Source: an optimization exercise on an open RTL-to-GDS flow (aim: small area, a short achievable clock period and few clock cycles). Production flows keep margins and buffers that such runs may drop.
Where RTL was checked, it was by simulation tests only, not by an equivalence proof against the original.
For runs 1 and 2, only the layout was checked, not whether the RTL still works.
No activity file was given, so power comes from the tool's default toggle rates.

--- flow/flow/run.sh ---
#!/bin/bash
# Standard ORFS layout through the standard.sh (standard synthesis unchanged), with
#  - the ports buffered with the smallest plain buffer instead of the default choice,
set -euo pipefail
bash standard.sh "BUFFER_PORTS_ARGS=-buffer_cell sky130_fd_sc_hd__buf_1" SETUP_SLACK_MARGIN=5.5 finish > standard_flow.log 2>&1
--- flow/design.v ---
module cco7_hsk (
    input  wire a,
    input  wire b,
    input  wire r,
    output wire y
);
    assign y = a | (b & r);
endmodule
module cco7_core #(
    parameter [15:0] MAX_IN_LEN = 16'd1024
) (
    input  wire        clk,
    input  wire        rst,
    input  wire        req_valid,
    output wire        req_ready,
    input  wire [15:0] req_cmd,
    input  wire [15:0] req_len,
    input  wire        in_valid,
    output wire        in_ready,
    input  wire [31:0] in_data,
    output wire        out_valid,
    input  wire        out_ready,
    output wire [31:0] out_data,
    output wire        rsp_valid,
    output reg         rsp_err,
    output wire [7:0]  rsp_code,
    output wire [3:0]  rsp_stage,
    output wire [15:0] rsp_index,
    output wire [31:0] rsp_value
);
    localparam [2:0] OP_DEC16 = 3'd1, OP_ENC16 = 3'd2, OP_DEC8 = 3'd3,
                     OP_ENC8  = 3'd4, OP_T7DEC = 3'd5, OP_T7ENC = 3'd6,
                     OP_KSX   = 3'd7;
    localparam [3:0] ST_NONE = 4'd0, ST_ARG = 4'd1, ST_VALIDATE = 4'd2,
                     ST_DEC16 = 4'd4, ST_ENC8 = 4'd5, ST_DEC8 = 4'd8,
                     ST_ENC16 = 4'd9;
    reg        busy;       
    reg        done_q;     
    reg [2:0]  op;
    reg [10:0] rem;        
    reg        more;       
    reg [15:0] cnt;        
    reg [10:0] cpc;        
    reg        ov;
    reg [20:0] od;
    reg [31:0] q;
    reg [2:0]  qc;
    reg        ph;         
    reg        nox;        
    reg [9:0]  pd;
    reg        pv;
    reg [5:0]  pos;
    reg [3:0]  hi;         
    reg [4:0]  ecode;
    reg        isel;       
    reg        vod;        
    reg        vk;         
    assign req_ready = !busy;
    wire act  = busy && !done_q;
    wire slot = !ov || out_ready;
    assign out_valid = ov;
    assign out_data  = {11'd0, od};
    cco7_hsk u_rsp (.a(done_q && !ov), .b(done_q), .r(out_ready), .y(rsp_valid));
    assign rsp_code  = {3'd0, ecode};
    reg [3:0] stg;
    always @(*) begin
        case (ecode)
            5'h1F, 5'h1E: stg = ST_NONE;
            5'h15:        stg = ST_ARG;
            5'h10, 5'h11, 5'h12, 5'h13: stg = ST_VALIDATE;
            5'h01, 5'h02, 5'h03, 5'h04: stg = ST_DEC16;
            5'h05:        stg = (o4 || o6) ? ST_ENC8 : ST_ENC16;
            5'h06:        stg = ST_ENC16;
            default:      stg = ST_DEC8;
        endcase
    end
    assign rsp_stage = stg;
    assign rsp_index = isel ? {5'd0, cpc} : cnt;
    assign rsp_value = vk ? 32'h0010FFFF : vod ? {11'd0, od} : q;
    wire o1 = (op == OP_DEC16), o2 = (op == OP_ENC16), o3 = (op == OP_DEC8),
         o4 = (op == OP_ENC8),  o5 = (op == OP_T7DEC), o6 = (op == OP_T7ENC),
         o7 = (op == OP_KSX);
    localparam [431:0] KEY_TABLE = 432'h2E373867663B6B343532333738397678636E3433383936616376677342555348444B4A646C6B72776579692E2C416F666B3B64667364;
    function [15:0] hexc;
        input [3:0] v;
        hexc = (v <= 4'd9) ? (16'h0030 + {12'd0, v}) : (16'h0037 + {12'd0, v});
    endfunction
    wire [7:0] kb   = KEY_TABLE[{pos, 3'd0} +: 8];
    wire [5:0] posi = (pos == 6'd53) ? 6'd0 : pos + 6'd1;
    wire [3:0] c_op  = req_cmd[3:0];
    wire [6:0] c_ofs = req_cmd[10:4];
    wire bad_rsv   = (req_cmd[15:11] != 5'd0);
    wire bad_op    = (c_op == 4'd0) || c_op[3];
    wire bad_ofs   = (c_op != 4'd6) && (c_op != 4'd7) && (c_ofs != 7'd0);
    wire illegal   = bad_rsv || bad_op || bad_ofs;
    wire too_long  = (req_len > MAX_IN_LEN);
    wire arg_bad   = (c_op == 4'd6) && (c_ofs > 7'd99);
    wire t7_parity = (c_op == 4'd5) && req_len[0];
    wire t7_short  = (c_op == 4'd5) && (req_len == 16'd0);
    wire d_bad     = illegal || too_long || arg_bad || t7_parity || t7_short;
    localparam [1023:0] MOD54_TABLE = 1024'h131211100F0E0D0C0B0A090807060504030201003534333231302F2E2D2C2B2A292827262524232221201F1E1D1C1B1A191817161514131211100F0E0D0C0B0A090807060504030201003534333231302F2E2D2C2B2A292827262524232221201F1E1D1C1B1A191817161514131211100F0E0D0C0B0A09080706050403020100;
    localparam [1023:0] BCD_TABLE = 1024'h0000000000000000000000000000000000000000000000000000000099989796959493929190898887868584838281807978777675747372717069686766656463626160595857565554535251504948474645444342414039383736353433323130292827262524232221201918171615141312111009080706050403020100;
    wire [5:0] ofs_pos = MOD54_TABLE[{c_ofs, 3'd0} +: 6];
    wire [7:0] ofs_bcd = BCD_TABLE[{c_ofs, 3'd0} +: 8];
    wire [3:0] s_tens = ofs_bcd[7:4];
    wire [3:0] s_ones = ofs_bcd[3:0];
    wire [15:0] u        = in_data[15:0];
    wire        is_lead  = (u[15:10] == 6'b110110);
    wire        is_trail = (u[15:10] == 6'b110111);
    wire        is_dig   = (u >= 16'h0030) && (u <= 16'h0039);
    wire        is_uc    = (u >= 16'h0041) && (u <= 16'h0046);
    wire [3:0]  hexv     = u[6] ? {1'b1, u[2:0] + 3'd1} : u[3:0];
    wire        rem1     = (rem == 11'd1);
    wire        emit_lo = slot && (qc != 3'd0) && ph;      
    wire [2:0]  qa      = qc - {2'd0, emit_lo};
    reg         rdy_a, rdy_b;
    always @(*) begin
        rdy_a = 1'b0; rdy_b = 1'b0;
        case (op)
            OP_DEC16, OP_DEC8, OP_KSX: begin rdy_a = !ov; rdy_b = 1'b1; end
            OP_ENC16: begin rdy_a = !ov && !pv; rdy_b = !pv; end
            OP_ENC8:  begin rdy_a = !ov && (qc == 3'd0); rdy_b = (qc == 3'd0); end
            OP_T7DEC: begin rdy_a = !cnt[0] || (!ov && !pv); rdy_b = !pv; end
            OP_T7ENC: begin
                if (pv) begin
                    rdy_a = (qc == 3'd0) || ((qc == 3'd1) && ph && !ov);
                    rdy_b = (qc == 3'd1) && ph;
                end else begin
                    rdy_a = (qc[2:1] == 2'd0) || ((qc == 3'd2) && ph && !ov);
                    rdy_b = (qc == 3'd2) && ph;
                end
            end
            default: ;
        endcase
    end
    cco7_hsk u_in (.a(act && more && rdy_a), .b(act && more && rdy_b), .r(out_ready), .y(in_ready));
    wire take = in_valid && in_ready;
    wire last = take && rem1;
    wire [4:0]  pr_hi = {1'b0, pd[9:6]} + 5'd1;
    wire [20:0] pair  = {pr_hi, pd[5:0], u[9:0]};
    wire        pair_bad = (pd == 10'h3FF) && (u[9:0] == 10'h3FF);    
    wire [7:0]  b8    = o5 ? {hi ^ kb[7:4], hexv ^ kb[3:0]} : in_data[7:0];
    wire        accv  = (qc[1:0] != 2'd0);
    wire [20:0] accn  = {q[14:0], b8[5:0]};
    wire [1:0]  remn  = qc[1:0] - 2'd1;
    wire        sok   = (q[14:1] != 14'd0) && (!ph || (q[14:5] != 10'd0));
    reg         d8_err, d8_emit;
    reg  [4:0]  d8_code;
    reg  [20:0] d8_val;
    reg  [20:0] d8_q;
    reg  [1:0]  d8_qc;
    reg         d8_ph;
    always @(*) begin
        d8_err = 1'b0; d8_emit = 1'b0; d8_code = 5'h08;
        d8_val = {13'd0, b8};
        d8_q = accn; d8_qc = qc[1:0]; d8_ph = ph;
        if (!b8[7]) begin
            if (accv) begin d8_err = 1'b1; d8_code = 5'h08; end
            else d8_emit = 1'b1;
        end else if (b8[7:6] == 2'b10) begin
            if (!accv) begin d8_err = 1'b1; d8_code = 5'h09; end
            else begin
                d8_qc = remn;
                if (remn == 2'd0) begin
                    d8_val = accn;
                    if (!sok) begin d8_err = 1'b1; d8_code = 5'h0D; end
                    else d8_emit = 1'b1;
                end
            end
        end else if (b8[7:3] == 5'b11111) begin
            d8_err = 1'b1; d8_code = 5'h0B;
        end else if (accv) begin
            d8_err = 1'b1; d8_code = 5'h0A;
        end else if (b8[7:3] == 5'b11110) begin
            d8_q = {18'd0, b8[2:0]}; d8_qc = 2'd3; d8_ph = 1'b0;
        end else if (b8[7:4] == 4'b1110) begin
            d8_q = {17'd0, b8[3:0]}; d8_qc = 2'd2; d8_ph = 1'b1;
        end else begin
            d8_q = {16'd0, b8[4:0]}; d8_qc = 2'd1; d8_ph = 1'b0;
        end
    end
    wire [20:0] d8_cp = d8_val;    
    wire        d8_cmp  = accv && (b8[7:6] == 2'b10) && (remn == 2'd0);
    wire        b5_bad  = d8_cmp && ((q[14:0] > 15'h43FF) ||
                                     ((q[14:0] == 15'h43FF) && (b8[5:0] == 6'h3F)));
    wire        b5_sur  = d8_cmp && (q[14:5] == 10'h01B);
    wire        b5_sup  = d8_cmp && (q[14:10] != 5'd0);
    wire [31:0] e16_cp  = o5 ? {11'd0, d8_cp} : in_data;
    wire        e16_bad = o5 ? b5_bad : (in_data[31] || (in_data >= 32'h0010FFFF));
    wire        e16_sur = o5 ? b5_sur : (in_data[31:11] == 21'h1B);
    wire        e16_sup = o5 ? b5_sup : (in_data[20:16] != 5'd0);
    wire [15:0] e16_lead = {6'b110110, e16_cp[19:16] - 4'd1, e16_cp[15:10]};
    wire [20:0] e8_cp = o6 ? (is_trail ? pair : {5'd0, u}) : in_data[20:0];
    wire        e8_bad = in_data[31] || (in_data >= 32'h0010FFFF);
    reg  [31:0] e8_b;
    reg  [2:0]  e8_k;
    always @(*) begin
        if (e8_cp[20:7] == 14'd0) begin
            e8_b = {1'b0, e8_cp[6:0], 24'd0}; e8_k = 3'd1;
        end else if (e8_cp[20:11] == 10'd0) begin
            e8_b = {3'b110, e8_cp[10:6], 2'b10, e8_cp[5:0], 16'd0}; e8_k = 3'd2;
        end else if (e8_cp[20:16] == 5'd0) begin
            e8_b = {4'b1110, e8_cp[15:12], 2'b10, e8_cp[11:6], 2'b10, e8_cp[5:0], 8'd0};
            e8_k = 3'd3;
        end else begin
            e8_b = {5'b11110, e8_cp[20:18], 2'b10, e8_cp[17:12], 2'b10, e8_cp[11:6],
                    2'b10, e8_cp[5:0]};
            e8_k = 3'd4;
        end
    end
    wire [7:0] fx  = q[31:24] ^ (nox ? 8'd0 : kb);
    wire [15:0] fch = hexc(ph ? fx[3:0] : fx[7:4]);
    localparam [2047:0] SALT_TABLE = 2048'h0000000000000000000000000000000000000000000000000000000000000000000000000000000000000000000000000000000000000000000000000000000000000000000000000000000000000000000000000000000000000000000000000000000000002D2C2B2A292827262524000000000000232221201F1E1D1C1B1A000000000000191817161514131211100000000000000F0E0D0C0B0A090807060000000000000504030201003534333200000000000031302F2E2D2C2B2A292800000000000027262524232221201F1E0000000000001D1C1B1A191817161514000000000000131211100F0E0D0C0B0A00000000000009080706050403020100;
    wire [7:0] salt_i  = {hi, u[3:0]};
    wire [5:0] salt_p  = SALT_TABLE[{salt_i, 3'd0} +: 6];
    wire        lo5  = o5 && (cnt[10:1] != 10'd0) && cnt[0];    
    wire        v5ok = (cnt[10:1] == 10'd0) ? is_dig : (is_dig || is_uc);
    wire        pe8  = rsp_err && ecode[3];                     
    wire        e16e = e16_bad || e16_sur;
    reg        ie;
    reg [4:0]  ie_code;
    reg [3:0]  ie_stage;
    always @(*) begin
        ie = 1'b0; ie_code = 5'h01; ie_stage = ST_DEC16;
        case (op)
            OP_DEC16, OP_T7ENC: begin
                ie_stage = ST_DEC16;
                if (is_lead) begin ie = pv; ie_code = 5'h01; end
                else if (is_trail) begin ie = !pv; ie_code = 5'h02; end
                else begin ie = pv; ie_code = 5'h03; end
            end
            OP_ENC16: begin
                ie = e16e; ie_stage = ST_ENC16; ie_code = e16_bad ? 5'h05 : 5'h06;
            end
            OP_ENC8: begin
                ie = e8_bad; ie_stage = ST_ENC8; ie_code = 5'h05;
            end
            OP_DEC8: begin
                ie = d8_err; ie_stage = ST_DEC8; ie_code = d8_code;
            end
            OP_T7DEC: begin
                ie = !v5ok; ie_stage = ST_VALIDATE;
                ie_code = (cnt[10:1] == 10'd0) ? 5'h12 : 5'h13;
            end
            default: ;
        endcase
    end
    wire [31:0] ie_val = o3 ? {11'd0, d8_val} : (o2 || o4) ? in_data : {16'd0, u};
    wire        take_ie = take && ie;
    wire ee04 = act && !more && (o1 || o6) && pv;
    wire ee0c = act && !more && o3 && accv;
    wire h5_d8  = !pe8 && d8_err;
    wire h5_0c  = !pe8 && !d8_err && rem1 && (d8_qc != 2'd0);
    wire h5_e16 = !rsp_err && d8_emit && e16e;
    wire ld5    = !rsp_err && d8_emit && !e16e;      
    wire h6     = o6 && is_trail && pv && pair_bad && !rsp_err;
    wire t1 = take && o1, t2 = take && o2, t3 = take && o3, t4 = take && o4,
         t6 = take && o6, t7 = take && o7;
    wire t5s = take && o5 && (cnt[10:1] == 10'd0) && cnt[0];    
    wire t5h = take && o5 && !cnt[0];                           
    wire t5l = take && lo5;                                     
    wire em4 = o4 && (qc != 3'd0) && slot;
    wire em6 = o6 && (qc != 3'd0) && slot;
    wire tr  = (o2 || o5) && pv && slot;
    wire ld_cp = (t1 && !is_lead) || (t2 && !e16_sup) || (t3 && d8_emit) ||
                 (t5l && ((ld5 && !e16_sup) || h5_d8 || h5_e16));
    wire ld_qc = t5l && h5_0c;
    wire ld_ld = (t2 && e16_sup) || (t5l && ld5 && e16_sup);
    wire ld_tr = tr && !(o5 && rsp_err);
    wire ld_by = em4 || t4 || t7;
    wire [20:0] cp_v = (o3 || o5) ? d8_val : (o1 && is_trail) ? pair : {5'd0, u};
    wire [5:0]  c6   = (qc[1:0] == 2'd1) ? q[5:0] : (qc[1:0] == 2'd2) ? q[11:6] : q[17:12];
    wire [7:0]  by_v = o7 ? (in_data[7:0] ^ kb) : (qc != 3'd0) ? {2'b10, c6} : e8_b[31:24];
    wire [20:0] od_n = ({21{ld_cp}} & cp_v) |
                       ({21{ld_ld}} & {5'd0, e16_lead}) |
                       ({21{ld_tr}} & {5'd0, 6'b110111, pd}) |
                       ({21{ld_by}} & {13'd0, by_v}) |
                       ({21{em6}}   & {5'd0, fch}) |
                       ({21{ld_qc}} & {19'd0, d8_qc});
    wire od_en = ld_cp || ld_ld || ld_tr || ld_by || em6 || ld_qc;
    wire ov_set = od_en || (tr && o5);
    wire        q_u    = t1 || (t6 && ie) || (take && o5 && !v5ok);
    wire        q_in   = t2 || t4;
    wire        q_d8   = t3 || (t5l && v5ok);
    wire        q_sh   = o6 && emit_lo && !(t6 && (!is_lead || ie));
    wire        q_e8   = t6 && !is_lead && !ie;
    wire        q_ee   = ee04 || ee0c;
    wire [31:0] e8_q   = (qa == 3'd0) ? e8_b : {(emit_lo ? q[23:16] : q[31:24]), e8_b[31:8]};
    wire [20:0] d8_qv  = (o3 && ie) ? d8_val : d8_q;
    wire [31:0] q_n    = ({32{q_u}}  & {16'd0, u}) |
                         ({32{q_in}} & in_data) |
                         ({32{q_d8}} & {11'd0, d8_qv}) |
                         ({32{q_sh}} & {q[23:0], 8'd0}) |
                         ({32{q_e8}} & e8_q) |
                         ({32{q_ee}} & (ee04 ? {16'd0, 6'b110110, pd} : {30'd0, qc[1:0]}));
    wire q_en = q_u || q_in || q_d8 || q_sh || q_e8 || q_ee;
    wire [2:0] qc_n = (t3 || t5l) ? {1'b0, d8_qc} :
                      o4   ? (t4 ? e8_k - 3'd1 : qc - 3'd1) :
                      (qa + ((t6 && !is_lead) ? e8_k : 3'd0));
    wire qc_en = t3 || t5l || em4 || t4 || o6;
    wire ph_n  = (t3 || t5l) ? d8_ph : !ph;
    wire pv_set = (t1 && is_lead) || (t6 && is_lead) || ld_ld;
    wire pv_clr = t1 || t6 || tr;
    wire [9:0] pd_n = o5 ? d8_val[9:0] : u[9:0];
    wire pos_inc = t7 || t5l || (em6 && ph && !nox);
    wire cpc_inc = (t5l && ld5) || (t6 && !is_lead && !rsp_err && !(is_trail && pair_bad));
    wire fin = take_ie || ee04 || ee0c ||
               (rem1 && ((t1 && !is_lead) || (t2 && !e16_sup) || (t3 && (d8_qc == 2'd0)) ||
                         (t4 && (e8_k == 3'd1)) || t5s || (t5l && !(ld5 && e16_sup)) || t7)) ||
               (!more && tr) ||
               (em4 && (qc == 3'd1) && !more) ||
               (o6 && !more && !pv && ((emit_lo && (qc == 3'd1)) || rsp_err));
    wire h5 = t5l && (h5_d8 || h5_0c || h5_e16);
    wire h6t = t6 && h6;
    always @(posedge clk) begin
        if (rst) begin
            busy   <= 1'b0;
            done_q <= 1'b0;
            ov     <= 1'b0;
        end else if (!busy) begin
            if (req_valid) begin
                busy    <= 1'b1;
                op      <= c_op[2:0];
                rem     <= req_len[10:0];
                more    <= (req_len != 16'd0);
                cnt     <= (!illegal && (too_long || t7_parity)) ? req_len : 16'd0;
                cpc     <= 11'd0;
                pv      <= 1'b0;
                qc      <= 3'd0;
                nox     <= 1'b1;
                pos     <= ofs_pos;
                isel    <= 1'b0;
                vod     <= 1'b0;
                vk      <= 1'b0;
                rsp_err <= d_bad;
                done_q  <= d_bad || ((req_len == 16'd0) && (c_op != 4'd5) && (c_op != 4'd6));
                if (illegal) begin
                    ecode <= 5'h1F; q <= {16'd0, req_cmd};
                end else if (too_long) begin
                    ecode <= 5'h1E; q <= {16'd0, MAX_IN_LEN};
                end else if (arg_bad) begin
                    ecode <= 5'h15; q <= {25'd0, c_ofs};
                end else if (t7_parity) begin
                    ecode <= 5'h10; q <= {16'd0, req_len};
                end else if (t7_short) begin
                    ecode <= 5'h11; q <= 32'd0;
                end else begin
                    q <= {s_tens, s_ones, 24'd0};
                end
                if (c_op == 4'd6 && !d_bad) begin
                    od  <= {9'd0, 8'h03, s_tens};    
                    ov  <= 1'b1;
                    qc  <= 3'd1;
                    ph  <= 1'b1;
                end
            end
        end else begin
            if (rsp_valid) begin
                busy   <= 1'b0;
                done_q <= 1'b0;
            end
            if (take) begin
                rem  <= rem - 11'd1;
                more <= !rem1;
                if (!ie)
                    cnt[10:0] <= cnt[10:0] + 11'd1;
            end
            if (act) begin
                if (fin) done_q <= 1'b1;
                if (od_en) od <= od_n;
                if (ov_set) ov <= 1'b1;
                else if (out_ready) ov <= 1'b0;
                if (q_en) q <= q_n;
                if (qc_en) qc <= qc_n;
                if (t3 || t5l || em6) ph <= ph_n;
                if (em6 && ph) nox <= 1'b0;
                if (pv_set) pv <= 1'b1;
                else if (pv_clr) pv <= 1'b0;
                if (pv_set) pd <= pd_n;
                if (t5h) hi <= hexv;
                if (t5s) pos <= salt_p;
                else if (pos_inc) pos <= posi;
                if (cpc_inc) cpc <= cpc + 11'd1;
                else if (t5l && h5_d8) cpc <= {1'b0, cnt[10:1] - 10'd1};
                else if (t5l && h5_0c) cpc <= {1'b0, cnt[10:1]};
                if (take && (o1 || o2 || o3 || o4)) begin
                    rsp_err <= ie; ecode <= ie_code;
                    isel <= 1'b0; vod <= 1'b0; vk <= 1'b0;
                end else if (take_ie) begin
                    rsp_err <= 1'b1; ecode <= ie_code;
                    isel <= 1'b0; vod <= 1'b0; vk <= 1'b0;
                end else if (ee04) begin
                    rsp_err <= 1'b1; ecode <= 5'h04;
                    isel <= 1'b0; vod <= 1'b0; vk <= 1'b0;
                end else if (ee0c) begin
                    rsp_err <= 1'b1; ecode <= 5'h0C;
                end else if (h5) begin
                    rsp_err <= 1'b1; isel <= 1'b1; vod <= 1'b1;
                    ecode <= h5_d8 ? d8_code : h5_0c ? 5'h0C : (e16_bad ? 5'h05 : 5'h06);
                end else if (h6t) begin
                    rsp_err <= 1'b1; ecode <= 5'h05;
                    isel <= 1'b1; vk <= 1'b1;
                end
            end else if (ov && out_ready) begin
                ov <= 1'b0;
            end
        end
    end
endmodule
--- flow/standard.sh ---
#!/bin/bash
# synth_recipe.tcl (not shown) runs the flow's synth.tcl, then flattens the netlist and writes it again
# the make line also repeats each setting of config.mk as NAME=value (left out here)
make -C /OpenROAD-flow-scripts/flow DESIGN_CONFIG=/design/flow/config.mk WORK_HOME=/design/flow/orfs CLKGATE_MAP_FILE= SYNTH_SCRIPT=/design/flow/synth_recipe.tcl "${@:-finish}"
--- flow/config.mk ---
export PLATFORM = sky130hd
export DESIGN_NAME = cco7_core
export DESIGN_NICKNAME = cco7_core
export VERILOG_FILES = /design/flow/design.v
export SDC_FILE = /design/flow/constraint.sdc
export NUM_CORES = 4
export LEC_CHECK = 0
export CAP_MARGIN = 20
export CORE_MARGIN = 2
export CORE_UTILIZATION = 40
export PLACE_DENSITY = 0.6
export SETUP_SLACK_MARGIN = 5
export SLEW_MARGIN = 20
export SYNTH_HIERARCHICAL = 1
export SYNTH_MINIMUM_KEEP_SIZE = 0
--- flow/constraint.sdc ---
create_clock -name core_clock -period 10.0 [get_ports {clk}]
set_input_delay 2.0000 -clock core_clock [delete_from_list [all_inputs] [get_ports {clk}]]
set_output_delay 2.0000 -clock core_clock [all_outputs]
set_load 0.01 [all_outputs]
==> results of run 1 <==
Yosys stat by module (local to each module, per instance):
module     times used  area [um2]  cells inside
cco7_hsk            2        7.51             1
cco7_core           1       14800          1926
what timing repair did:
action	CTS	global route
setup buffers	45	27
endpoints found under the setup margin	178	133
hold endpoints to repair	0	0
pin swaps	29	22
hold buffers	0	0
gates cloned	3	4
resized for setup	109	86
through the flow:
stage          cells  power (mW)  hold WS (ns)  util, %
2_1_floorplan   1941        1.08         0.600        -
3_3_place_gp    2428        1.28         0.666     43.2
3_5_place_dp    2428        1.28         0.682     43.2
4_1_cts         2508        2.02         0.697     47.4
5_1_grt         2539        2.14         0.705     49.2
6_report        2539        2.08         0.698     49.2
kinds of logic (layout without fill, tap and decap cells):
family          count (synthesis)  in the layout  synth area share, %
flops                         133            133                 26.8
buf+inv                       219            346                 6.64
other cells                     1             14               0.0253
xor+xnor                       62             62                 3.67
fa+ha+maj                      47             47                 4.02
simple gates                  778            780                 26.0
compound gates                633            634                 29.0
mux                            55             55                 3.88
final cells by class:
class / count / area (um2)
flip-flops and latches: 133 / 3970
fillers: 3635 / 18600
clock inverters: 14 / 200
multi-input cells: 1592 / 10800
well taps: 468 / 586
repair buffers: 268 / 1760
clock buffers: 18 / 429
inverters: 46 / 208
power by group:
part           switching (mW)  total (mW)  internal, mW
Combinational           0.436       0.669         0.234
Sequential             0.0514       0.704         0.652
Clock                   0.285       0.706         0.420
tightest hold or removal path, delay by kind of cell, from the launching register on:
family	cells	cell delay (ns)
and+or+nand+nor	1	0.04
DFF	1	0.37
xor gates and xnor gates	1	0.13
cell usage in the layout (no fill, tap or decap), drive strengths merged, types with 22 or more instances in the layout:
master,Yosys,routed
buf,58,261
nand2,222,222
nor2,177,178
a21oi,169,169
o21ai,137,137
edfxtp,130,130
nand3,73,73
nor3,62,62
nor2b,56,56
ha,46,46
a31oi,45,45
inv,43,45
xnor2,44,44
mux2i,39,39
a221oi,35,35
nand2b,30,30
o211ai,28,28
and2,27,27
a211oi,26,26
and3,23,24
clkbuf,115,24
nor4,24,24
nand4,22,22
a211o,22,22
sequential cells by signal, indices dropped and copies added (netlist names):
name / flops
pd: 10
od: 21
more: 1
rsp_err: 1
q: 32
isel: 1
op: 3
ph: 1
ov: 1
hi: 4
pos: 6
ecode: 5
pv: 1
done_q: 1
rem: 11
busy: 1
cnt: 16
qc: 3
cpc: 11
vk: 1
nox: 1
vod: 1
metal layers:
layer / wire length (um) / up-vias / track usage (%) / share of wire (%)
met4: 3810 / 2 / 17.3 / 5.4
met5: 7 / - / 0 / 0.0099
met1: 28500 / 8179 / 47.2 / 40
met2: 30400 / 1157 / 54.2 / 43
li1: - / 7492 / - / -
met3: 8140 / 224 / 7.44 / 11
path summary, 6_finish.rpt:
check | endpoint | slack (ns)
worst max-delay path | ecode[0]$_DFFE_PP_ | 5.43
worst min register to register | cpc[10]$_SDFFCE_PN0P_ | 0.70
worst max register to register | ecode[0]$_DFFE_PP_ | 5.43
worst min-delay path | cpc[10]$_SDFFCE_PN0P_ | 0.70
==> results.ini, run 1 <==
[die]
fp.dieW_um=196
die_area_um2=38600
ios=166
rows=70
core_um2=36500
die_h_um=196
start_util_pct=40.5

[pwr]
peakVddDrop_v=0.000135
power_density_nw_per_um2=116
p_leak_nw=6.18

[cts]
clockBufferDepth=2
cts_buffers=17
cts_tree=done
root_buffer=clkbuf_16
h-tree-depth=4
cts.clk_slew.worst_paths_ns=0.07
clkSinkCount=133
clk_latency_ns=0.45

[sta]
setup_viol_count_final=0
final.setup.tns_ns=0
post-route-period-util_pct=45.7
finalHoldViolations=0
slew_headroom_pct=19.9
fin_skew_ns=0.0175
rsz0062_at_grt=yes
worstMarginPinSlew_ns=1.19
max_freq_mhz=219
period_needed_ns=4.57
setup_ws_ns=5.43
maxSlewViolCount=0

[routing]
drt_iter0_drc=2404
routed_wl_mm=70.8
drc=0
vias=17100
drtAntennaViolNets=0
wl_per_cell_um=27.9
first_pass_iters=6
vias_per_cell=6.72

[setup_path]
r2r_cells=9
startpoint_type=flip-flop
critPathKind=reg2reg
r2r-start=q[10]$_DFFE_PP_
path_delay_family=simple AND/OR/NAND/NOR gates
crit_chain=nor4_1, nand2_1, nor3_1, a21oi_1, a211oi_2, a31oi_4, or2_1, and3_4, a311oi_4
crit_path_end_kind=flip-flop
crit_buf_inv=0
cp_max_fo=8
cpMaxStageDelayCell=nor3_1
critical_path.max_stage_delay_ns=0.93
crit_start=q[10]$_DFFE_PP_
worstSetupPathDepth=9
cp.arrival_ns=4.68
cp.required_ns=10.11

[placement]
place.gp.congestion=1.01
dp_hpwl_mm=51.1
placed_cell_area_um2=15800
portBuffers=151
post-place-ws_ns=3.65

[global_routing]
track_usage_pct=35.3
grt_max_degree=80
grt_overflow=0
antenna_found_initial=1
grt_pass1_vias=15500
grt_pass1_wl_mm=102

[yosys]
synthTopCellsByArea=edfxtp_1 (26%), a21oi_1 (5.7%), nand2_1 (5.6%), nor2_1 (4.4%), o21ai_0 (4.3%)
ys_types=110
synth_top_area_cell=edfxtp_1
ys_seq_area_share_pct=26.8
ys_seq_elements=133
ys_top_cells_by_count=nand2_1 (221), nor2_1 (175), a21oi_1 (168), edfxtp_1 (130), o21ai_0 (128)
syn_area_um2=14800
synth_edf_count=130
ys_async_sr_fraction_pct=0
synth_most_common_cell=nand2_1
synthFlopType=edfxtp_1
yosysTopAreaCellShare_pct=26.4
synth_area_per_cell_um2=7.68
yosys_warnings=7
syn_inst=1928

[status]
status=complete, no violations

[final_layout]
fin_nets=2174
drive_above_1_share_pct=16.7
area_growth_pct=21.3
final_area_um2=18000
diodes=0

[job]
drv_cap=0

[hold_path]
hold_path_class=reg2reg
hold_path_depth=2
hp-start=cpc[10]$_SDFFCE_PN0P_

==> run 2: changes to the inputs <==
==> flow/flow/run.sh (replaced) <==
#!/bin/bash
# Standard ORFS layout through the standard.sh (standard synthesis unchanged), with
#  - the ports buffered with the smallest plain buffer instead of the default choice,
set -euo pipefail
bash standard.sh "BUFFER_PORTS_ARGS=-buffer_cell sky130_fd_sc_hd__buf_1" SETUP_SLACK_MARGIN=5.3 finish > standard_flow.log 2>&1
--- a/flow/config.mk
+++ b/flow/config.mk
@@ -6,4 +6,5 @@
 export NUM_CORES = 4
 export LEC_CHECK = 0
+export ABC_AREA = 1
 export CAP_MARGIN = 20
 export CORE_MARGIN = 2
==> run 2 against run 1 <==
Final cell count is 12% higher. Total power is 7.5% lower. Worst hold slack worse by 0.099 ns. Synthesized area is 3.4% lower. Sequential cell count stayed put. Setup slack worse by 0.075 ns. Sequential power is 1% lower. First-iteration DRC count is 11% lower. Routed wire length is 4.9% higher. Critical endpoint is now qc[2]$_SDFFCE_PP0P_. Highest routed layer unchanged.
==> results.ini, run 2 <==
[cts]
root_buffer=clkbuf_16
cts.clk_slew.worst_paths_ns=0.07  ; about the same
clk_latency_ns=0.46  ; about the same
cts_buffers=17  ; unchanged
cts_tree=done
clkSinkCount=133  ; unchanged
clockBufferDepth=2  ; unchanged
cts_hold_buf=0  ; unchanged
h-tree-depth=4  ; unchanged

[sta]
worstMarginPinSlew_ns=1.14  ; -0.0508 ns
setup_viol_count_final=0  ; unchanged
fin_skew_ns=0.0184  ; +0.000851 ns
max_freq_mhz=215  ; -1.6%
period_needed_ns=4.64  ; +0.0747 ns
final.setup.tns_ns=0  ; unchanged
slew_headroom_pct=23.3  ; +3.4 points
whs_ns=0.598  ; -0.0991 ns
maxSlewViolCount=0  ; unchanged
finalHoldViolations=0  ; unchanged
post-route-period-util_pct=46.4  ; +0.75 points
rsz0062_at_grt=yes

[die]
start_util_pct=40.4  ; -0.12 points
rows=69  ; -1.4%
die_h_um=193  ; -1.7%
fp.dieW_um=193  ; -1.7%
ios=166  ; unchanged
die_area_um2=37300  ; -3.3%
core_um2=35400  ; -3.1%

[yosys]
synth_xor_area_share_pct=2.14  ; -1.5 points
yosys_warnings=7  ; unchanged
synth_top_area_cell=edfxtp_1
ys_seq_elements=133  ; unchanged
syn_area_um2=14300  ; -3.4%
synth_edf_count=130  ; unchanged
synth_most_common_cell=nand2_1
ys_async_sr_fraction_pct=0  ; unchanged
synth_top_family_by_area=simple AND/OR/NAND/NOR gates
yosysTopAreaCellShare_pct=27.3  ; +0.92 points
synthFlopType=edfxtp_1
synthTopCellsByArea=edfxtp_1 (27%), nand2_1 (13%), o21ai_0 (7.1%), nor2_1 (6.9%), inv_1 (6.7%)
synth_compound_area_share_pct=22.9  ; -6.1 points
synthAdderAreaFrac_pct=4.16  ; +0.14 points
ys_types=70  ; -36%
synth-simple-area-share_pct=31.5  ; +5.6 points
ys_top_cells_by_count=nand2_1 (493), nor2_1 (262), inv_1 (255), o21ai_0 (202), a21oi_1 (134)
ys_seq_area_share_pct=27.7  ; +0.94 points
syn_inst=2195  ; +14%
synth.area.mux_share_pct=0  ; -3.9 points
synth_area_per_cell_um2=6.51  ; -15%

[pwr]
pwr-share-seq_pct=36.2  ; +2.4 points
power_density_nw_per_um2=113  ; -2.7%
p_sw_mw=0.736  ; -4.7%
peakVddDrop_v=0.000127  ; -5.2%
internal_power_mw=1.19  ; -9.2%
p_clk_share_pct=34.4  ; +0.4 points
p_sw_share_pct=38.3  ; +1.1 points
p_leak_nw=6.91  ; +12%
combPwrFrac_pct=29.4  ; -2.8 points

[global_routing]
grt_pass1_vias=15800  ; +2.1%
track_usage_pct=39.2  ; +4.0 points
antenna_found_initial=2  ; +1
grt_max_degree=69  ; -14%
grt_overflow=0  ; unchanged
grt_pass1_wl_mm=106  ; +4.0%

[setup_path]
critical_path.max_stage_delay_ns=0.42  ; -0.51 ns
critPathKind=in2reg
startpoint_type=input port
cp.arrival_ns=4.85  ; +0.17 ns
cpMostUsedCell=nor2_4
cpMaxStageDelayCell=fa_1
cp_max_fo=7  ; -1
crit_chain=buf_4, inv_4, nand4_1, nor2_2, nand2_2, o21ai_1, nand3_2, nor2_4, buf_4, nor2_4, nor2_2, buf_6, nor2_4, ha_4, fa_1, xnor2_1, xor2_1, a21oi_1
crit_path_end_kind=flip-flop
cp.required_ns=10.21  ; +0.10 ns

[routing]
drtAntennaViolNets=0  ; unchanged
drc=0  ; unchanged
vias_per_cell=6.15  ; -8.4%
vias=17600  ; +2.9%
first_pass_iters=6  ; unchanged
drt_iter0_drc=2128  ; -11%
wl_per_cell_um=26.0  ; -6.6%
routed_wl_mm=74.3  ; +4.9%

[hold_path]
hold_path_class=reg2reg

[final_layout]
final_cell_mix=nand2_1 (472), nor2_1 (246), inv_1 (236)
area_growth_pct=19.3
final.fill_count=3822  ; +5.1%
drive_above_1_share_pct=13.8  ; -2.8 points
final_common_cell=nand2_1
multi_input_area_um2=9240  ; -14%
largest_reg_flops=32  ; unchanged
biggestRegsByFlops=q: 32 flops, od: 21 flops, cnt: 16 flops
fin_nets=2495  ; +15%
regArea_um2=3970  ; about the same
top_register=q

[status]
status=complete, no violations

[job]
drv_cap=0  ; unchanged

[placement]
place.gp.congestion=1.09  ; +7.8%
dp_hpwl_mm=57.1  ; +12%
portBuffers=151  ; unchanged

[run 2: cell types whose count changed in the layout (fill, tap and decap cells not counted), moves of 28 or more]
cell	change
nor2_1	+81
nand2b_1	-28
inv_1	+206
nor2b_1	-52
nand3_1	+48
xnor2_1	-31
mux2i_1	-38
o21ai_0	+79
nand2_1	+255
a21oi_1	-31
[run 2: critical path, delay by kind of cell]
family	cells	cell delay, ns
xor gates and xnor gates	2	0.34
buffers and inverters	4	0.52
adders and majority gates	2	0.59
and+or+nand+nor	8	0.97
AOI/OAI and AO/OA	2	0.43
[run 2: power groups by stage]
stage               clock, mW  sequential [mW]  combinational, mW
detailed placement          0            0.705              0.487
global placement            0            0.705              0.489
CTS                     0.661            0.693              0.517
finish                  0.662            0.696              0.565
floorplan                   0            0.680              0.330
global route            0.680            0.698              0.606
[run 2: layout make-up]
type	instances	share of cell area (%)
Antenna cell	1	0.0147
Clock inverter	13	0.873
Timing Repair Buffer	247	8.53
Sequential cell	133	23.2
Timing Repair inverter	6	0.264
Clock buffer	19	2.54
Multi-Input combinational cell	1683	54.2
Inverter	291	6.97
Tap cell	461	3.38
[run 2: worst paths after layout]
kind / cells past startpoint / startpoint / end / slack [ns]
max: 18 / in_data[13] / qc[2]$_SDFFCE_PP0P_ / 5.36
min: 1 / busy$_SDFF_PP0_ / busy$_SDFF_PP0_ / 0.60
max reg2reg: 21 / qc[1]$_SDFFCE_PN0P_ / od[10]$_SDFFCE_PN0P_ / 5.36
min reg2reg: 1 / busy$_SDFF_PP0_ / busy$_SDFF_PP0_ / 0.60
[run 2: cell families after synthesis]
group,Yosys count
compound gates,553
other cells,1
fa+ha+maj,47
buf+inv,393
xor+xnor,35
simple gates,1033
flops,133
[run 2: repair_timing]
| item | 4_1_cts | 5_1_grt |
|---|---|---|
| cloned | 6 | 3 |
| setup endpoints to repair | 207 | 156 |
| pin swaps | 8 | 31 |
| buffers inserted | 32 | 51 |
| resized for setup | 109 | 101 |
[run 2: per-stage QoR]
stage                     instance area [um2]  setup WS (ns)  power [mW]  instances  utilization [%]
after detailed placement                15100           3.05        1.19       2729             42.6
final                                   17100           5.36        1.92       2854             48.2
after CTS                               16300           5.29        1.87       2799             46.0
after floorplan                         14400           5.08        1.01       2208                -
after global placement                  15100           3.11        1.19       2729             42.6
after global routing                    17100           5.23        1.98       2853             48.2
[run 2: layer usage]
layer	share of wire (%)	global-route usage [%]
met1	39	50.1
met2	43	60.8
met3	10	8.07
met4	7.3	24.2
met5	0.035	0
[run 2: per-module statistics from Yosys, one instance, submodules excluded]
module	copies in the design	cell area (um2)
cco7_core	1	14300
cco7_hsk	2	11.3
==> run 3: changes to the inputs <==
--- a/flow/design.v
+++ b/flow/design.v
@@ -87,5 +87,4 @@
     endfunction
     wire [7:0] kb   = KEY_TABLE[{pos, 3'd0} +: 8];
-    wire [5:0] posi = (pos == 6'd53) ? 6'd0 : pos + 6'd1;
     wire [3:0] c_op  = req_cmd[3:0];
     wire [6:0] c_ofs = req_cmd[10:4];
@@ -211,7 +210,7 @@
     wire [7:0] fx  = q[31:24] ^ (nox ? 8'd0 : kb);
     wire [15:0] fch = hexc(ph ? fx[3:0] : fx[7:4]);
-    localparam [2047:0] SALT_TABLE = 2048'h0000000000000000000000000000000000000000000000000000000000000000000000000000000000000000000000000000000000000000000000000000000000000000000000000000000000000000000000000000000000000000000000000000000000002D2C2B2A292827262524000000000000232221201F1E1D1C1B1A000000000000191817161514131211100000000000000F0E0D0C0B0A090807060000000000000504030201003534333200000000000031302F2E2D2C2B2A292800000000000027262524232221201F1E0000000000001D1C1B1A191817161514000000000000131211100F0E0D0C0B0A00000000000009080706050403020100;
-    wire [7:0] salt_i  = {hi, u[3:0]};
-    wire [5:0] salt_p  = SALT_TABLE[{salt_i, 3'd0} +: 6];
+    localparam [127:0] TENS_TABLE = {8'd0, 8'd0, 8'd0, 8'd0, 8'd0, 8'd0, 8'd36, 8'd26,
+                                     8'd16, 8'd6, 8'd50, 8'd40, 8'd30, 8'd20, 8'd10, 8'd0};
+    wire [5:0] tens_p = TENS_TABLE[{u[3:0], 3'd0} +: 6];
     wire        lo5  = o5 && (cnt[10:1] != 10'd0) && cnt[0];    
     wire        v5ok = (cnt[10:1] == 10'd0) ? is_dig : (is_dig || is_uc);
@@ -248,4 +247,6 @@
     wire [31:0] ie_val = o3 ? {11'd0, d8_val} : (o2 || o4) ? in_data : {16'd0, u};
     wire        take_ie = take && ie;
+    wire        ie16 = is_lead ? pv : is_trail ? !pv : pv;
+    wire        ie5  = !v5ok;
     wire ee04 = act && !more && (o1 || o6) && pv;
     wire ee0c = act && !more && o3 && accv;
@@ -280,9 +281,9 @@
     wire od_en = ld_cp || ld_ld || ld_tr || ld_by || em6 || ld_qc;
     wire ov_set = od_en || (tr && o5);
-    wire        q_u    = t1 || (t6 && ie) || (take && o5 && !v5ok);
+    wire        q_u    = t1 || (t6 && ie16) || (take && o5 && ie5);
     wire        q_in   = t2 || t4;
     wire        q_d8   = t3 || (t5l && v5ok);
-    wire        q_sh   = o6 && emit_lo && !(t6 && (!is_lead || ie));
-    wire        q_e8   = t6 && !is_lead && !ie;
+    wire        q_sh   = o6 && emit_lo && !(t6 && (!is_lead || ie16));
+    wire        q_e8   = t6 && !is_lead && !ie16;
     wire        q_ee   = ee04 || ee0c;
     wire [31:0] e8_q   = (qa == 3'd0) ? e8_b : {(emit_lo ? q[23:16] : q[31:24]), e8_b[31:8]};
@@ -304,4 +305,7 @@
     wire [9:0] pd_n = o5 ? d8_val[9:0] : u[9:0];
     wire pos_inc = t7 || t5l || (em6 && ph && !nox);
+    wire t5t = take && o5 && (cnt[10:0] == 11'd0);              
+    wire [5:0] psum = pos + {2'd0, t5s ? u[3:0] : 4'd1};
+    wire [5:0] pnxt = (psum >= 6'd54) ? psum - 6'd54 : psum;
     wire cpc_inc = (t5l && ld5) || (t6 && !is_lead && !rsp_err && !(is_trail && pair_bad));
     wire fin = take_ie || ee04 || ee0c ||
@@ -363,5 +367,5 @@
                 rem  <= rem - 11'd1;
                 more <= !rem1;
-                if (!ie)
+                if (!((o6 && ie16) || (o5 && ie5)))
                     cnt[10:0] <= cnt[10:0] + 11'd1;
             end
@@ -379,12 +383,13 @@
                 if (pv_set) pd <= pd_n;
                 if (t5h) hi <= hexv;
-                if (t5s) pos <= salt_p;
-                else if (pos_inc) pos <= posi;
-                if (cpc_inc) cpc <= cpc + 11'd1;
+                if (t5t) pos <= tens_p;
+                else if (t5s || pos_inc) pos <= pnxt;
+                if (take && (o1 || o2 || o3 || o4)) cpc <= cnt[10:0];    
+                else if (cpc_inc) cpc <= cpc + 11'd1;
                 else if (t5l && h5_d8) cpc <= {1'b0, cnt[10:1] - 10'd1};
                 else if (t5l && h5_0c) cpc <= {1'b0, cnt[10:1]};
                 if (take && (o1 || o2 || o3 || o4)) begin
                     rsp_err <= ie; ecode <= ie_code;
-                    isel <= 1'b0; vod <= 1'b0; vk <= 1'b0;
+                    isel <= 1'b1; vod <= 1'b0; vk <= 1'b0;
                 end else if (take_ie) begin
                     rsp_err <= 1'b1; ecode <= ie_code;
@@ -394,5 +399,5 @@
                     isel <= 1'b0; vod <= 1'b0; vk <= 1'b0;
                 end else if (ee0c) begin
-                    rsp_err <= 1'b1; ecode <= 5'h0C;
+                    rsp_err <= 1'b1; ecode <= 5'h0C; isel <= 1'b0;
                 end else if (h5) begin
                     rsp_err <= 1'b1; isel <= 1'b1; vod <= 1'b1;
==> run 3 against run 2 <==
Sequential cell count stayed put. Register-to-register slack better by 0.02 ns. Still clean on timing, DRC and antenna. Critical path depth is 3 lower. Routed wire length down 3.5%. Sequential power grew 2%. Final cell count shrank 2.6%. Design area is 1.8% lower. Setup slack lost 0.017 ns. First-iteration DRC count fell by 6.2%. Die area decreased by 2.2%.
==> results.ini, run 3 <==
[cts]
root_buffer=clkbuf_16
cts.clk_slew.worst_paths_ns=0.07  ; about the same
clkSinkCount=133  ; unchanged
h-tree-depth=4  ; unchanged
clk_latency_ns=0.47  ; about the same
cts_buffers=17  ; unchanged
clockBufferDepth=2  ; unchanged
cts_tree=done

[pwr]
p_total_mw=2.05  ; +6.4%
p_leak_nw=6.73  ; -2.6%
peakVddDrop_v=0.000138  ; +8.3%
power_density_nw_per_um2=122  ; +8.4%

[final_layout]
drive_above_1_share_pct=13.7  ; -0.12 points
largest_reg_flops=32  ; unchanged
final_cell_mix=nand2_1 (449), nor2_1 (232), inv_1 (229)
final_area_um2=16700  ; -1.8%
top_register=q
final.fill_count=3722  ; -2.6%
final_cells=2781  ; -2.6%
multi_input_area_um2=9040  ; -2.2%
area_growth_pct=19.8
final_core_util_pct=48.6  ; +0.40 points
regArea_um2=3970  ; unchanged
final_common_cell=nand2_1
fin_nets=2431  ; -2.6%
biggestRegsByFlops=q: 32 flops, od: 21 flops, cnt: 16 flops

[placement]
dp.cells=2670  ; -2.2%
placed_cell_area_um2=14900  ; -1.4%
dp_hpwl_mm=55.3  ; -3.2%
portBuffers=151  ; unchanged
place.gp.congestion=1.15  ; +5.8%
post-place-ws_ns=3.31  ; +0.258 ns

[sta]
final.setup.tns_ns=0  ; unchanged
finalHoldViolations=0  ; unchanged
worstMarginPinSlew_ns=1.16  ; +0.0169 ns
maxSlewViolCount=0  ; unchanged
setup_ws_ns=5.34  ; -0.0171 ns
period_needed_ns=4.66  ; +0.0171 ns
max_freq_mhz=215  ; -0.37%
setup_viol_count_final=0  ; unchanged
whs_ns=0.609  ; +0.0108 ns
rsz0062_at_grt=no
post-route-period-util_pct=46.6  ; +0.17 points
slew_headroom_pct=22.3  ; -1.0 points
fin_skew_ns=0.0165  ; -0.00188 ns

[hold_path]
hold_path_depth=2  ; +1
hold_path_class=reg2reg

[global_routing]
antenna_found_initial=2  ; unchanged
grt.met2_usage_pct=58.8  ; -1.9 points
gr-usage-met3_pct=8.41  ; +0.34 points
grt_pass1_vias=15700  ; -0.44%
grt_max_degree=75  ; +8.7%
track_usage_pct=38.7  ; -0.58 points
gr-max-usage-layer=met2
gr-usage-met1_pct=49.7  ; -0.40 points
grt_pass1_wl_mm=103  ; -2.6%
grt_overflow=0  ; unchanged

[setup_path]
rrSetupSlack_ns=5.38  ; +0.02 ns
cp_max_fo=7  ; unchanged
critPathKind=in2reg
startpoint_type=input port
cpMaxStageDelayCell=fa_1
r2r_cells=19  ; -9.5%
crit_chain=buf_2, nand4_1, nor2_2, nand2_4, o21ai_4, nand2_1, nor2_1, nand3_2, nor2_4, nand2_4, a21oi_2, ha_1, fa_1, a221oi_2, o22ai_1
cpMostUsedCell=nand2_4
crit_path_end_kind=flip-flop
crit_buf_inv=1  ; -3
cp.required_ns=10.20  ; about the same
cp.arrival_ns=4.86  ; about the same
path_delay_family=simple AND/OR/NAND/NOR gates
worstSetupPathDepth=15  ; -3
critical_path.max_stage_delay_ns=0.45  ; +0.03 ns

[yosys]
ys_async_sr_fraction_pct=0  ; unchanged
ys_types=65  ; -7.1%
yosys_warnings=7  ; unchanged
synth_most_common_cell=nand2_1
synthTopCellsByArea=edfxtp_1 (28%), nand2_1 (12%), o21ai_0 (6.8%), inv_1 (6.8%), nor2_1 (6.7%)
yosysTopAreaCellShare_pct=27.9  ; +0.64 points
ys_seq_elements=133  ; unchanged
syn_area_um2=14000  ; -2.3%
synth_top_area_cell=edfxtp_1
synthFlopType=edfxtp_1
synth_area_per_cell_um2=6.56  ; +0.71%
syn_inst=2130  ; -3.0%
ys_top_cells_by_count=nand2_1 (464), inv_1 (253), nor2_1 (248), o21ai_0 (190), a21oi_1 (155)
synth_edf_count=130  ; unchanged
ys_seq_area_share_pct=28.4  ; +0.65 points

[die]
fp.dieW_um=191  ; -1.1%
start_util_pct=40.6  ; +0.16 points
die_h_um=191  ; -1.1%
die_area_um2=36400  ; -2.2%
core_um2=34500  ; -2.7%
rows=68  ; -1.4%
ios=166  ; unchanged

[status]
status=complete, no violations

[routing]
drc=0  ; unchanged
drtAntennaViolNets=0  ; unchanged
first_pass_iters=18  ; +12
drt_iter0_drc=1997  ; -6.2%
routed_wl_mm=71.7  ; -3.5%
wl_per_cell_um=25.8  ; -0.97%
vias=17100  ; -2.7%
vias_per_cell=6.14  ; -0.12%

[job]
drv_cap=0  ; unchanged

## run 3: cell count changes after synthesis, moves of 6 or more
cell,before,now
o21a_1,1,7
o21ai_0,202,190
nand2_1,493,464
a221oi_1,12,19
nor2_1,262,248
nand3_1,121,131
a22oi_1,7,14
xor2_1,25,19
a21oi_1,134,155
buf_6,9,3
nor3_1,53,47
o211ai_1,46,29
inv_2,25,14
## run 3: area by class of cell
class	instances	share of cell area, %
Antenna cell	1	0.0149
Tap cell	455	3.40
Clock inverter	15	1.26
Timing Repair Buffer	245	8.48
Timing Repair inverter	1	0.0448
Multi-Input combinational cell	1638	54.0
Clock buffer	17	2.54
Sequential cell	133	23.7
Inverter	276	6.61
## run 3: cell families after synthesis
family / synth area share, %
other cells: 0.0268
compound gates: 23.8
flops: 28.4
fa+ha+maj: 4.58
buf+inv: 11.0
simple gates: 30.4
xor+xnor: 1.82
## run 3: worst paths after layout
check / start / to
worst max-delay path: in_data[14] / qc[1]$_SDFFCE_PN0P_
worst min-delay path: done_q$_SDFFE_PP0N_ / done_q$_SDFFE_PP0N_
worst max register to register: ph$_SDFFCE_PN1P_ / q[15]$_DFFE_PP_
worst min register to register: done_q$_SDFFE_PP0N_ / done_q$_SDFFE_PP0N_
## run 3: power breakdown
group | switching (mW) | total (mW) | leakage (nW) | internal [mW]
sequential | 0.0530 | 0.709 | 1.24 | 0.656
combinational | 0.439 | 0.625 | 5.17 | 0.186
clock | 0.306 | 0.711 | 0.314 | 0.406
## run 3: routing by layer
layer / wire length, um / up-vias
met5: 0 / -
met2: 30700 / 1082
met4: 5460 / 0
met1: 28000 / 8042
li1: - / 7686
met3: 7500 / 276
## run 3: worst min-delay path, cell delays in order, from the launching register on
cell and delay (ns):
dfxtp_1 0.35, o21ai_0 0.18, a21oi_1 0.04
## run 3: per-module statistics from Yosys, one instance, submodules excluded
module     cells  area [um2]  flip-flops and latches
cco7_core   2124       14000                     133
cco7_hsk       3        11.3                       0
## run 3: what timing repair did
action / 4_1_cts / 5_1_grt
setup endpoints to repair: 203 / 142
endpoints found under the hold margin: 0 / 0
hold buffers: 0 / 0
gates resized for setup: 96 / 81
setup buffers: 23 / 52
pin swaps: 10 / 19
gates cloned: 1 / 2
Testbench counts of run 3, summed over its fixed seeds: cycles 125,549.
==> run 4: changes to the inputs <==
--- a/flow/config.mk
+++ b/flow/config.mk
@@ -9,6 +9,6 @@
 export CAP_MARGIN = 20
 export CORE_MARGIN = 2
-export CORE_UTILIZATION = 40
-export PLACE_DENSITY = 0.6
+export CORE_UTILIZATION = 50
+export PLACE_DENSITY = 0.65
 export SETUP_SLACK_MARGIN = 5
 export SLEW_MARGIN = 20
==> run 4 against run 3 <==
Non-clock buffer count down 4. Sequential share of layout area up 0.15 points. Design area down 0.63%. Clock power down 1%. Critical path depth up 4. Clock skew down 0.0032 ns. Routed wire length down 4.3%. Sequential cell count unchanged. Final cell count down 2.9%. Worst hold slack better by 0.0054 ns. Die area down 20%. Synthesized area unchanged. Largest cell class unchanged.
==> results.ini, run 4 <==
[status]
status=complete, no violations

[yosys]
ys_async_sr_fraction_pct=0  ; unchanged
ys_top_cells_by_count=nand2_1 (464), inv_1 (253), nor2_1 (248), o21ai_0 (190), a21oi_1 (155)
synth_area_per_cell_um2=6.56  ; unchanged
synth_top_area_cell=edfxtp_1
yosys_warnings=7  ; unchanged
syn_area_um2=14000  ; unchanged
synth_most_common_cell=nand2_1
syn_inst=2130  ; unchanged
synthFlopType=edfxtp_1
synthTopCellsByArea=edfxtp_1 (28%), nand2_1 (12%), o21ai_0 (6.8%), inv_1 (6.8%), nor2_1 (6.7%)
ys_types=65  ; unchanged
yosysTopAreaCellShare_pct=27.9  ; unchanged
synth_edf_count=130  ; unchanged
ys_seq_area_share_pct=28.4  ; unchanged
ys_seq_elements=133  ; unchanged

[cts]
cts_tree=done
cts_buffers=17  ; unchanged
clk_latency_ns=0.46  ; about the same
cts_hold_buf=0  ; unchanged
h-tree-depth=4  ; unchanged
cts.clk_slew.worst_paths_ns=0.07  ; about the same
root_buffer=clkbuf_16
clockBufferDepth=2  ; unchanged
clkSinkCount=133  ; unchanged

[global_routing]
track_usage_pct=46.1  ; +7.4 points
grt_pass1_vias=15800  ; +0.73%
antenna_found_initial=5  ; +3
grt_pass1_wl_mm=99.7  ; -3.3%
grt_max_degree=67  ; -11%
grt_overflow=0  ; unchanged

[die]
rows=61  ; -10%
core_um2=27600  ; -20%
die_area_um2=29300  ; -20%
ios=166  ; unchanged
start_util_pct=50.6  ; +10 points
die_h_um=171  ; -10%
fp.dieW_um=171  ; -10%

[placement]
portBuffers=151  ; unchanged
dp_hpwl_mm=50.8  ; -8.1%
placed_cell_area_um2=14700  ; -0.78%
place.gp.congestion=1.16  ; +0.77%
dp.cells=2591  ; -3.0%

[final_layout]
largest_reg_flops=32  ; unchanged
multi_input_area_um2=9080  ; +0.48%
final_common_cell=nand2_1
area_growth_pct=19.1
biggestRegsByFlops=q: 32 flops, od: 21 flops, cnt: 16 flops
final_cell_mix=nand2_1 (449), nor2_1 (233), inv_1 (229)
drive_above_1_share_pct=13.1  ; -0.57 points
fin_nets=2426  ; -0.21%
regArea_um2=3970  ; unchanged
final_cells=2700  ; -2.9%
final.fill_count=2750  ; -26%
final_area_um2=16600  ; -0.63%
top_register=q

[sta]
maxSlewViolCount=0  ; unchanged
final.setup.tns_ns=0  ; unchanged
finalHoldViolations=0  ; unchanged
period_needed_ns=4.73  ; +0.0741 ns
setup_viol_count_final=0  ; unchanged
worstMarginPinSlew_ns=0.970  ; -0.185 ns
max_freq_mhz=211  ; -1.6%
whs_ns=0.615  ; +0.00541 ns
fin_skew_ns=0.0133  ; -0.00318 ns
rsz0062_at_grt=yes
post-route-period-util_pct=47.3  ; +0.74 points
slew_headroom_pct=34.7  ; +12 points

[pwr]
p_leak_nw=6.71  ; -0.33%
p_total_mw=2.03  ; -0.88%
power_density_nw_per_um2=122  ; -0.25%
peakVddDrop_v=0.000108  ; -22%

[job]
drv_cap=0  ; unchanged

[hold_path]
hold_path_class=reg2reg

[routing]
vias_per_cell=6.55  ; +6.7%
drc=0  ; unchanged
drtAntennaViolNets=0  ; unchanged
routed_wl_mm=68.7  ; -4.3%
drt_iter0_drc=2667  ; +34%
vias=17700  ; +3.5%
first_pass_iters=10  ; -8
wl_per_cell_um=25.4  ; -1.4%

[setup_path]
cp.arrival_ns=4.98  ; +0.12 ns
critical_path.max_stage_delay_ns=0.60  ; +0.15 ns
crit_buf_inv=5  ; +4
crit_path_end_kind=flip-flop
cpMaxStageDelayCell=edfxtp_1
path_delay_family=simple AND/OR/NAND/NOR gates
startpoint_type=flip-flop
critPathKind=reg2reg
cp.required_ns=10.25  ; +0.05 ns
crit_chain=clkinvlp_4, a211oi_1, o211ai_1, nand3_1, nand3_2, o32ai_1, inv_1, nand2_2, nand2_4, buf_4, nor2_2, nand2_1, nor2_4, inv_1, nor2_4, clkinvlp_4, o21ai_1, a221oi_1, a32oi_1
cp_max_fo=10  ; +3

==> run 4: cell families after synthesis <==
logic type,after synthesis,synth area share (%)
AOI/OAI and AO/OA,562,23.8
xor gates and xnor gates,29,1.82
adders and majority gates,50,4.58
buffers and inverters,373,11.0
DFF,133,28.4
other,1,0.0268
and+or+nand+nor,982,30.4
==> run 4: worst paths after layout <==
kind,start,to,slack [ns],cells past startpoint
worst max-delay path,ph$_SDFFCE_PN1P_,q[15]$_DFFE_PP_,5.27,19
worst min-delay path,done_q$_SDFFE_PP0N_,done_q$_SDFFE_PP0N_,0.61,2
worst max register to register,ph$_SDFFCE_PN1P_,q[15]$_DFFE_PP_,5.27,19
worst min register to register,done_q$_SDFFE_PP0N_,done_q$_SDFFE_PP0N_,0.61,2
==> run 4: routing by layer <==
| metal | up-vias | part of all wire (%) | GRT usage [%] |
|---|---|---|---|
| met5 | - | 0.16 | 0 |
| met4 | 6 | 8.3 | 30.4 |
| met3 | 380 | 15 | 17.3 |
| met2 | 1531 | 41 | 66.9 |
| met1 | 8077 | 36 | 56.9 |
| li1 | 7698 | - | - |
==> run 4: where the power goes <==
group	switching (mW)	internal, mW
logic	0.431	0.183
registers	0.0543	0.656
clock network	0.322	0.381
total	0.808	1.22
==> run 4: repair_timing <==
item | in CTS | in global routing
cloned | 2 | 1
pin swaps | 13 | 21
setup buffers | 34 | 38
endpoints found under the setup margin | 207 | 153
gates resized for setup | 98 | 82
==> run 4: worst reg2reg max path: stages, from the launching register on <==
cell        delay, ns
edfxtp_1         0.60
clkinvlp_4       0.34
a211oi_1         0.28
o211ai_1         0.12
nand3_1          0.16
nand3_2          0.11
o32ai_1          0.13
inv_1            0.08
nand2_2          0.10
nand2_4          0.07
buf_4            0.17
nor2_2           0.15
nand2_1          0.30
nor2_4           0.37
inv_1            0.27
nor2_4           0.32
clkinvlp_4       0.23
o21ai_1          0.30
a221oi_1         0.10
a32oi_1          0.35
==> run 4: layout make-up <==
class	count	share of cell area (%)
inverters	276	6.66
repair inverters	1	0.0451
clock inverters	15	1.12
flip-flops and latches	133	23.8
clock buffers	17	2.56
multi-input cells	1637	54.6
repair buffers	241	8.35
well taps	378	2.84
diodes	2	0.0301
==> run 4: metrics by stage <==
stage | setup slack [ns] | util [%]
finish | 5.27 | 60.2
global route | 5.16 | 60.2
detailed placement | 3.48 | 53.4
CTS | 5.29 | 58.0
global placement | 3.40 | 53.4
floorplan | 5.31 | -
==> run 4: modules after synthesis, one instance, submodules excluded <==
module | flops+latches | area, um2 | copies in the design | cells
cco7_hsk | 0 | 11.3 | 2 | 3
cco7_core | 133 | 14000 | 1 | 2124
==> run 5: changes to the inputs <==
--- a/flow/design.v
+++ b/flow/design.v
@@ -53,7 +53,4 @@
     reg [3:0]  hi;         
     reg [4:0]  ecode;
-    reg        isel;       
-    reg        vod;        
-    reg        vk;         
     assign req_ready = !busy;
     wire act  = busy && !done_q;
@@ -76,4 +73,8 @@
     end
     assign rsp_stage = stg;
+    wire c_lo = !ecode[4];
+    wire vk   = o6 && (ecode == 5'h05);
+    wire vod  = o5 && c_lo;
+    wire isel = c_lo && ((o1 && (ecode != 5'h04)) || o2 || (o3 && (ecode != 5'h0C)) || o4 || o5 || vk);
     assign rsp_index = isel ? {5'd0, cpc} : cnt;
     assign rsp_value = vk ? 32'h0010FFFF : vod ? {11'd0, od} : q;
@@ -334,7 +335,4 @@
                 nox     <= 1'b1;
                 pos     <= ofs_pos;
-                isel    <= 1'b0;
-                vod     <= 1'b0;
-                vk      <= 1'b0;
                 rsp_err <= d_bad;
                 done_q  <= d_bad || ((req_len == 16'd0) && (c_op != 4'd5) && (c_op != 4'd6));
@@ -391,19 +389,15 @@
                 if (take && (o1 || o2 || o3 || o4)) begin
                     rsp_err <= ie; ecode <= ie_code;
-                    isel <= 1'b1; vod <= 1'b0; vk <= 1'b0;
                 end else if (take_ie) begin
                     rsp_err <= 1'b1; ecode <= ie_code;
-                    isel <= 1'b0; vod <= 1'b0; vk <= 1'b0;
                 end else if (ee04) begin
                     rsp_err <= 1'b1; ecode <= 5'h04;
-                    isel <= 1'b0; vod <= 1'b0; vk <= 1'b0;
                 end else if (ee0c) begin
-                    rsp_err <= 1'b1; ecode <= 5'h0C; isel <= 1'b0;
+                    rsp_err <= 1'b1; ecode <= 5'h0C;
                 end else if (h5) begin
-                    rsp_err <= 1'b1; isel <= 1'b1; vod <= 1'b1;
+                    rsp_err <= 1'b1;
                     ecode <= h5_d8 ? d8_code : h5_0c ? 5'h0C : (e16_bad ? 5'h05 : 5'h06);
                 end else if (h6t) begin
                     rsp_err <= 1'b1; ecode <= 5'h05;
-                    isel <= 1'b1; vk <= 1'b1;
                 end
             end else if (ov && out_ready) begin
--- a/flow/config.mk
+++ b/flow/config.mk
@@ -9,6 +9,6 @@
 export CAP_MARGIN = 20
 export CORE_MARGIN = 2
-export CORE_UTILIZATION = 50
-export PLACE_DENSITY = 0.65
+export CORE_UTILIZATION = 40
+export PLACE_DENSITY = 0.6
 export SETUP_SLACK_MARGIN = 5
 export SLEW_MARGIN = 20
==> run 5 against run 4 <==
Critical path depth increased by 3. Clock skew rose by 0.0030 ns. Sequential power down 5.6%. Die area up 23%. Sequential share of layout area down 0.57 points. Routed wire length up 4.1%. Synthesized cell count down 0.66%. Clock power is 7.8% lower. Global-route usage is 7.6 points lower. Register-to-register slack better by 0.13 ns. Utilization shrank 12 points.
==> results.ini, run 5 <==
[final_layout]
final_common_cell=nand2_1
biggestRegsByFlops=q: 32 flops, od: 21 flops, cnt: 16 flops
final_cells=2766  ; +2.4%
top_register=q
area_growth_pct=20.6
fin_nets=2416  ; -0.41%
final_core_util_pct=48.6  ; -12 points

[pwr]
p_clk_share_pct=34.7  ; about the same
p_sw_share_pct=38.7  ; -1.1 points
p_total_mw=1.86  ; -8.1%
p_leak_nw=6.64  ; -1.0%
peakVddDrop_v=0.000130  ; +20%
pwr-share-seq_pct=36.0  ; +1.0 points
combPwrFrac_pct=29.3  ; -1.0 points

[sta]
slew_headroom_pct=23.6  ; -11 points
final.setup.tns_ns=0  ; unchanged
period_needed_ns=4.67  ; -0.0582 ns
setup_ws_ns=5.33  ; +0.0582 ns
worstMarginPinSlew_ns=1.14  ; +0.165 ns
fin_skew_ns=0.0163  ; +0.00299 ns
finalHoldViolations=0  ; unchanged
maxSlewViolCount=0  ; unchanged

[placement]
dp_hpwl_mm=54.6  ; +7.6%
place.gp.congestion=1.10  ; -5.0%
portBuffers=151  ; unchanged
dp.cells=2664  ; +2.8%
post-place-ws_ns=3.26  ; -0.211 ns

[routing]
first_pass_iters=6  ; -4
drt_iter0_drc=2380  ; -11%
drc=0  ; unchanged
vias_per_cell=6.19  ; -5.5%
wl_per_cell_um=25.9  ; +1.7%
drtAntennaViolNets=0  ; unchanged

[setup_path]
path_delay_family=simple AND/OR/NAND/NOR gates
critPathKind=in2reg
crit_path_end_kind=flip-flop
cpMaxStageDelayCell=nor2_1
cp.required_ns=10.16  ; -0.09 ns
startpoint_type=input port

[yosys]
synthTopCellsByArea=edfxtp_1 (28%), nand2_1 (12%), o21ai_0 (7.0%), inv_1 (6.9%), nor2_1 (6.6%)
yosysTopAreaCellShare_pct=27.6  ; -0.33 points
ys_seq_area_share_pct=28.0  ; -0.32 points
syn_area_um2=13800  ; -1.2%
synth_edf_count=127  ; -2.3%
ys_seq_elements=130  ; -2.3%
ys_top_cells_by_count=nand2_1 (453), inv_1 (255), nor2_1 (242), o21ai_0 (193), a21oi_1 (152)
synth_top_area_cell=edfxtp_1
synthFlopType=edfxtp_1
ys_types=65  ; unchanged
ys_async_sr_fraction_pct=0  ; unchanged
synth_most_common_cell=nand2_1
syn_inst=2116  ; -0.66%

[cts]
root_buffer=clkbuf_16
clkSinkCount=130  ; -2.3%
cts.clk_slew.worst_paths_ns=0.07  ; about the same
cts_tree=done
clk_latency_ns=0.46  ; about the same
h-tree-depth=4  ; unchanged
clockBufferDepth=2  ; unchanged
cts_buffers=17  ; unchanged

[global_routing]
grt_max_degree=47  ; -30%
antenna_found_initial=0  ; -5
grt_pass1_wl_mm=102  ; +2.6%
grt_overflow=0  ; unchanged
track_usage_pct=38.4  ; -7.6 points

[status]
status=complete, no violations

[die]
start_util_pct=40.3  ; -10 points
ios=166  ; unchanged
die_area_um2=36000  ; +23%
fp.dieW_um=190  ; +11%

[hold_path]
hold_path_class=reg2reg

## run 5: cell types whose count changed after synthesis, moves of 8 or more
cell	previous run	this run
clkbuf_1	49	59
nand4_1	22	31
nand2_1	464	453
nand3_1	131	145
o22ai_1	24	32
## run 5: modules after synthesis, one instance, submodules excluded
module     flip-flops and latches  copies in the design  cells
cco7_core                     130                     1   2110
cco7_hsk                        0                     2      3
## run 5: worst paths after layout
kind | startpoint | to | slack [ns] | cells after the start
setup / recovery | in_data[13] | od[1]$_DFFE_PP_ | 5.33 | 22
hold / removal | done_q$_SDFFE_PP0N_ | done_q$_SDFFE_PP0N_ | 0.63 | 2
setup reg to reg | op[0]$_DFFE_PP_ | od[1]$_DFFE_PP_ | 5.40 | 24
hold reg to reg | done_q$_SDFFE_PP0N_ | done_q$_SDFFE_PP0N_ | 0.63 | 2
## run 5: timing repair
action,CTS,global route
pin swaps,17,19
cloned,2,4
setup buffers,37,24
gates resized for setup,94,85
endpoints found under the setup margin,198,155
## run 5: cells by family after synthesis
kind of cell | after synthesis | share of synthesized area, %
buffers and inverters | 374 | 11.0
AO/OA/AOI/OAI | 558 | 23.9
XOR/XNOR | 35 | 2.22
other | 1 | 0.0271
flip-flops | 130 | 28.0
multiplexers | 1 | 0.0725
adder cells (fa/ha/maj) | 50 | 4.64
AND/OR/NAND/NOR | 967 | 30.2
## run 5: power by group through the flow
stage	Sequential [mW]	Combinational, mW	Clock [mW]
2_1_floorplan	0.665	0.316	0
3_3_place_gp	0.682	0.483	0
3_5_place_dp	0.682	0.481	0
4_1_cts	0.670	0.505	0.649
5_1_grt	0.672	0.586	0.675
6_report	0.670	0.546	0.648
## run 5: through the flow
| stage | hold slack, ns | area, um2 |
|---|---|---|
| final | 0.633 | 16700 |
| after global placement | 0.584 | 14800 |
| after floorplan | 0.550 | 14000 |
| after global routing | 0.642 | 16700 |
| after detailed placement | 0.596 | 14800 |
| after CTS | 0.606 | 16100 |
## run 5: area by class of cell
cell class                      instances  area [um2]
Multi-Input combinational cell       1629        9090
Clock buffer                           18         429
Fill cell                            3662       17600
Tap cell                              455         569
Timing Repair Buffer                  240        1420
Inverter                              279        1130
Sequential cell                       130        3870
Antenna cell                            1        2.50
Clock inverter                         14         143
## run 5: worst min-delay path: stages (launching register included)
cell,delay [ns]
dfxtp_1,0.35
o21ai_0,0.19
a21oi_1,0.05
## run 5: per-layer routing
metal	routed length [um]	GRT usage (%)	share of wire, %
met5	0	0	0
met4	4660	20.7	6.5
met3	7500	8.63	10
met2	30700	59.0	43
met1	28700	50.3	40
Testbench counts of run 5, summed over its fixed seeds: cycles 125,549.

afterwards: timing with drivers on the ports:
The results above use ideal ports. As a check the final layouts listed here were re-extracted and re-timed, cells and wires unchanged.
Step 1, drivers: a clkbuf_16 drives clk and a buf_2 each remaining input, both assumed.
Step 2, shift: input delay + t, output delay - t, t = (earliest + latest rising clock arrival at the registers) / 2. This alone moves slack from input paths to output paths.
Slacks: ideal ports / drivers / drivers and shift; pairs: ideal ports / drivers.
run	t (ns)	setup WS [ns]
run 1	0.497	5.434 / 5.434 / 4.983
run 2	0.508	5.359 / 5.362 / 4.873
run 3	0.514	5.342 / 5.347 / 4.857
run 4	0.502	5.268 / 5.268 / 4.793
run 5	0.508	5.326 / 5.345 / 4.844
After both steps setup and hold are still met in every run listed.
